Context: an optimization exercise on an open-source flow, tuned for small area. The choices shown serve that exercise and are no tape-out recipe. The RTL was checked by simulation tests, not by an equivalence proof against the original design. The clock port is modelled as an ideal driver; clocking choices that lean on that would not hold on a real chip. Power is estimated from default activity; no workload was simulated.

==> module ung_rx_parser, before the edit <==
module ung_rx_parser (
    input  wire        clk,
    input  wire        rst,           
    input  wire        rx_valid,
    input  wire [7:0]  rx_byte,
    output reg         evt_valid,
    output wire [7:0]  evt_addr,
    output wire [31:0] evt_w0,
    output wire [31:0] evt_volume,
    output wire [31:0] evt_amount,
    output wire [31:0] evt_price
);
    function [15:0] crc_step;
        input [15:0] c_in;
        input [7:0]  b;
        integer i;
        reg [15:0] c;
        begin
            c = c_in ^ {b, 8'h00};
            for (i = 0; i < 8; i = i + 1)
                c = c[15] ? ((c << 1) ^ 16'h1021) : (c << 1);
            crc_step = c;
        end
    endfunction
    function [26:0] rca27;
        input [26:0] a;
        input [26:0] b;
        input        cin;
        integer i;
        reg c;
        begin
            c = cin;
            for (i = 0; i < 27; i = i + 1) begin
                rca27[i] = a[i] ^ b[i] ^ c;
                c = (a[i] & b[i]) | (c & (a[i] ^ b[i]));
            end
        end
    endfunction
    reg [5:0]  cnt;               
    reg [7:0]  win0, win1, win2;  
    reg [15:0] crc;               
    reg [7:0]  addr;
    reg        k_st, k_va, k_pr;  
    reg        first;             
    reg [26:0] acc;
    reg [26:0] hold;
    wire is_end = (rx_byte == 8'hFA);
    wire push   = rx_valid && !is_end;
    wire step   = push && (cnt >= 6'd3);    
    wire overflow = push && (cnt == 6'd63);
    wire at0  = (cnt == 6'd3);
    wire at2  = (cnt == 6'd5);
    wire at3  = (cnt == 6'd6);
    wire at4  = (cnt == 6'd7);
    wire at5  = (cnt == 6'd8);
    wire at8  = (cnt == 6'd11);
    wire at9  = (cnt == 6'd12);
    wire [3:0] nh = win0[7:4];
    wire [3:0] nl = win0[3:0];
    wire       bcd_ok = (nh <= 4'd9) && (nl <= 4'd9);
    wire va_win = k_va && (cnt >= 6'd8) && (cnt <= 6'd15);    
    wire pr_win = k_pr && (cnt >= 6'd9);                      
    wire [19:0] acc_m = first ? 20'd0 : acc[19:0];
    wire h30 = nh[3] & nh[0];
    wire [26:0] rx = {1'b0, acc_m, nh[2] | nh[3], nh[1] | nh[3], nh[0] | nh[3],
                      nl[2] | nl[3], nl[1] | nl[3], nl[0] | nl[3]};
    wire [26:0] ry = {2'b0, acc_m, nh[3], nh[2] | nh[3], nh[1] | h30, nh[0], nl[3]};
    wire [26:0] rz = {5'b0, acc_m, h30, nl[3] & nl[0]};
    wire [26:0] csa_s = rx ^ ry ^ rz;
    wire [26:0] csa_c = {(rx[25:0] & ry[25:0]) | (rx[25:0] & rz[25:0]) |
                         (ry[25:0] & rz[25:0]), h30};
    wire [26:0] acc_next = rca27(csa_s, csa_c, h30);
    wire        big = (acc >= 27'd1000000);
    wire va_next = k_va && (win0 == 8'h04);    
    wire crc_match = (crc == {win1, win0});
    wire decode_ok = crc_match &&
                     ((k_st && cnt >= 6'd9) ||
                      (k_va && cnt >= 6'd16) ||
                      (k_pr && cnt >= 6'd10));
    always @(posedge clk) begin
        if (rst) begin
            cnt       <= 6'd0;
            evt_valid <= 1'b0;
        end else begin
            evt_valid <= rx_valid && is_end && decode_ok;
            if (rx_valid) begin
                if (is_end)
                    cnt <= 6'd0;
                else if (cnt != 6'd63)
                    cnt <= cnt + 6'd1;
            end
        end
    end
    always @(posedge clk) begin
        if (push) begin
            win0 <= win1;
            win1 <= win2;
            win2 <= rx_byte;
        end
        if (step) begin
            crc <= crc_step(at0 ? 16'hFFFF : crc, win0);
            first <= (at4 && va_next) || (at8 && k_va) || (at5 && !k_va);
            if (at0) addr <= win0;
            if (at2) begin
                k_st <= (win0 == 8'h81);
                k_pr <= (win0 == 8'h83);
                k_va <= 1'b0;
            end
            if (at3) begin
                k_st <= k_st && (win0 >= 8'd2);
                k_va <= k_st && (win0 >= 8'd8);
            end
            if (at4) begin
                k_st <= k_st && (win0 == 8'h00);
                k_va <= va_next;
            end
            if (at5)
                hold[7:0] <= win0;
            if (at9 && k_va)
                hold <= acc;
            if (va_win || pr_win) begin
                acc <= acc_next;
                if (!bcd_ok || (pr_win && !first && big)) begin
                    k_va <= 1'b0;
                    k_pr <= 1'b0;
                end
            end
            if (overflow) begin
                k_st <= 1'b0;
                k_va <= 1'b0;
                k_pr <= 1'b0;
            end
        end
    end
    assign evt_addr   = addr;
    assign evt_w0     = {11'd0, k_pr & hold[4], {4{k_pr}} & hold[3:0],
                         {8{k_st}} & hold[7:0], 2'b00,
                         k_pr, k_pr, k_pr, k_va, k_va, k_st};
    assign evt_volume = {5'd0, {27{k_va}} & hold};
    assign evt_amount = {5'd0, {27{k_va}} & acc};
    assign evt_price  = {5'd0, {27{k_pr}} & acc};
endmodule
export LEC_CHECK = 0
export CAP_MARGIN = 20
export CORE_MARGIN = 2
export CORE_UTILIZATION = 25
export PLACE_DENSITY = 0.85
export SLEW_MARGIN = 20
create_clock -name core_clock -period 10.0 [get_ports {clk}]
standard.sh (not shown) runs the stock make flow with config.mk's settings and CLKGATE_MAP_FILE= SYNTH_SCRIPT=/design/flow/synth_recipe.tcl, a recipe that flattens the netlist after the stock synthesis.
==> flow/flow/run.sh <==
#!/bin/bash
# The standard layout (standard.sh: standard synthesis, floorplan, place,
# CTS, route, finish) with these changes:
#  - the port buffers that global placement inserts use the smallest buffer
#    cell instead of the default one;
#  - clock tree synthesis uses clkbuf_8 buffers, no dummy loads, and H-tree
#    leaves of up to CTS_LEAF_SINKS registers (flow/cts.py runs ORFS's cts.tcl
#    after setting that limit, which clock_tree_synthesis has no option for).
# Every ORFS step writes its full log under orfs/logs/ (the CTS step's log is
# orfs/logs/.../4_1_cts.log); make's own output goes to make_*.log here.
set -euo pipefail
here=$(pwd)
args=(
  "SKIP_REPAIR_TIE_FANOUT=1"
  "BUFFER_PORTS_ARGS=-buffer_cell sky130_fd_sc_hd__buf_1"
  "CTS_ARGS=-sink_clustering_enable -repair_clock_nets -dont_use_dummy_load -buf_list sky130_fd_sc_hd__clkbuf_8"
)
export CTS_LEAF_SINKS=20
bash standard.sh "${args[@]}" place > make_place.log 2>&1
bash standard.sh "${args[@]}" "RUN_SCRIPT=$here/flow/cts.py" RUN_LOG_NAME_STEM=4_1_cts run > make_cts.log 2>&1
test -f orfs/results/sky130hd/ung_rx_parser/base/4_1_cts.odb
bash standard.sh "${args[@]}" finish > make_finish.log 2>&1
==> flow/flow/cts.py <==
import os
from openroad import Design, Tech

tech = Tech()
design = Design(tech)
design.getTritonCts().getParms().setNumMaxLeafSinks(int(os.environ["CTS_LEAF_SINKS"]))
design.evalTclString("source $::env(SCRIPTS_DIR)/cts.tcl")
==> next run, changes <==
--- a/flow/design.v
+++ b/flow/design.v
@@ -9,31 +9,29 @@
     output wire [31:0] evt_volume,
     output wire [31:0] evt_amount,
     output wire [31:0] evt_price
 );
     function [15:0] crc_step;
-        input [15:0] c_in;
+        input [15:0] c;
         input [7:0]  b;
-        integer i;
-        reg [15:0] c;
+        reg [7:0] x;
         begin
-            c = c_in ^ {b, 8'h00};
-            for (i = 0; i < 8; i = i + 1)
-                c = c[15] ? ((c << 1) ^ 16'h1021) : (c << 1);
-            crc_step = c;
+            x = c[15:8] ^ b;
+            x = x ^ {4'd0, x[7:4]};
+            crc_step = {c[7:0], 8'd0} ^ {x[3:0], 12'd0} ^ {3'd0, x, 5'd0} ^ {8'd0, x};
         end
     endfunction
-    function [26:0] rca27;
-        input [26:0] a;
-        input [26:0] b;
+    function [24:0] rca25;
+        input [24:0] a;
+        input [24:0] b;
         input        cin;
         integer i;
         reg c;
         begin
             c = cin;
-            for (i = 0; i < 27; i = i + 1) begin
-                rca27[i] = a[i] ^ b[i] ^ c;
+            for (i = 0; i < 25; i = i + 1) begin
+                rca25[i] = a[i] ^ b[i] ^ c;
                 c = (a[i] & b[i]) | (c & (a[i] ^ b[i]));
             end
         end
     endfunction
     reg [5:0]  cnt;               
@@ -60,18 +58,19 @@
     wire       bcd_ok = (nh <= 4'd9) && (nl <= 4'd9);
     wire va_win = k_va && (cnt >= 6'd8) && (cnt <= 6'd15);    
     wire pr_win = k_pr && (cnt >= 6'd9);                      
     wire [19:0] acc_m = first ? 20'd0 : acc[19:0];
     wire h30 = nh[3] & nh[0];
-    wire [26:0] rx = {1'b0, acc_m, nh[2] | nh[3], nh[1] | nh[3], nh[0] | nh[3],
-                      nl[2] | nl[3], nl[1] | nl[3], nl[0] | nl[3]};
-    wire [26:0] ry = {2'b0, acc_m, nh[3], nh[2] | nh[3], nh[1] | h30, nh[0], nl[3]};
-    wire [26:0] rz = {5'b0, acc_m, h30, nl[3] & nl[0]};
-    wire [26:0] csa_s = rx ^ ry ^ rz;
-    wire [26:0] csa_c = {(rx[25:0] & ry[25:0]) | (rx[25:0] & rz[25:0]) |
-                         (ry[25:0] & rz[25:0]), h30};
-    wire [26:0] acc_next = rca27(csa_s, csa_c, h30);
+    wire [24:0] rw1 = {1'b0, acc_m, nh[2] | nh[3], nh[1] | nh[3], nh[0] | nh[3],
+                       nh[1] | h30};
+    wire [24:0] rw2 = {2'b0, acc_m, nh[3], nh[2] | nh[3], h30};
+    wire [24:0] rw3 = {5'b0, acc_m};
+    wire [24:0] csa_s = rw1 ^ rw2 ^ rw3;
+    wire [24:0] csa_c = {(rw1[23:0] & rw2[23:0]) | (rw1[23:0] & rw3[23:0]) |
+                         (rw2[23:0] & rw3[23:0]), nl[3] | nl[2]};
+    wire [24:0] acc_hi = rca25(csa_s, csa_c, nl[3] | (nh[0] & nl[1]));
+    wire [26:0] acc_next = {acc_hi, nl[1] ^ nh[0], nl[0]};
     wire        big = (acc >= 27'd1000000);
     wire va_next = k_va && (win0 == 8'h04);    
     wire crc_match = (crc == {win1, win0});
     wire decode_ok = crc_match &&
                      ((k_st && cnt >= 6'd9) ||
Maximum frequency barely changes; die area went up by 0.61%; wire length goes down by 1.6%; final cell count is about the same; non-clock buffer count is unchanged; utilization falls by 0.21 points; area after synthesis rises by 0.63%; global-route usage drops by 0.23 points; power drops by 0.81%.

==> what the ideal ports hide <==
The flow's constraints put no driver on any port. The routed layouts listed below were extracted and timed again, unchanged, in two steps.
Step 1: set_driving_cell puts a clkbuf_16 on clk and a buf_2 on each other input, an assumption about the parent block.
Step 2 adds t to the input delays and takes it off the output delays; t is the mean of the earliest and latest rising clock arrival at the registers after step 1. Input paths then give back, and output paths get back, about the clock's delay inside the block.
a / b / c = ideal / step 1 / step 2; a / b = the first two.
| run | t (ns) | setup WS [ns] | latest minus earliest clock arrival (ns) | worst register clock-pin slew, ns | worst slew at a driven data input, ns |
|---|---|---|---|---|---|
| the first run | 0.389 | 0.269 / 0.269 / 0.269 | 0.039 / 0.039 | 0.11 / 0.11 | 0.08 |
| the second run | 0.395 | 0.260 / 0.260 / 0.260 | 0.044 / 0.044 | 0.12 / 0.12 | 0.06 |
After both steps every run listed still meets setup and hold.
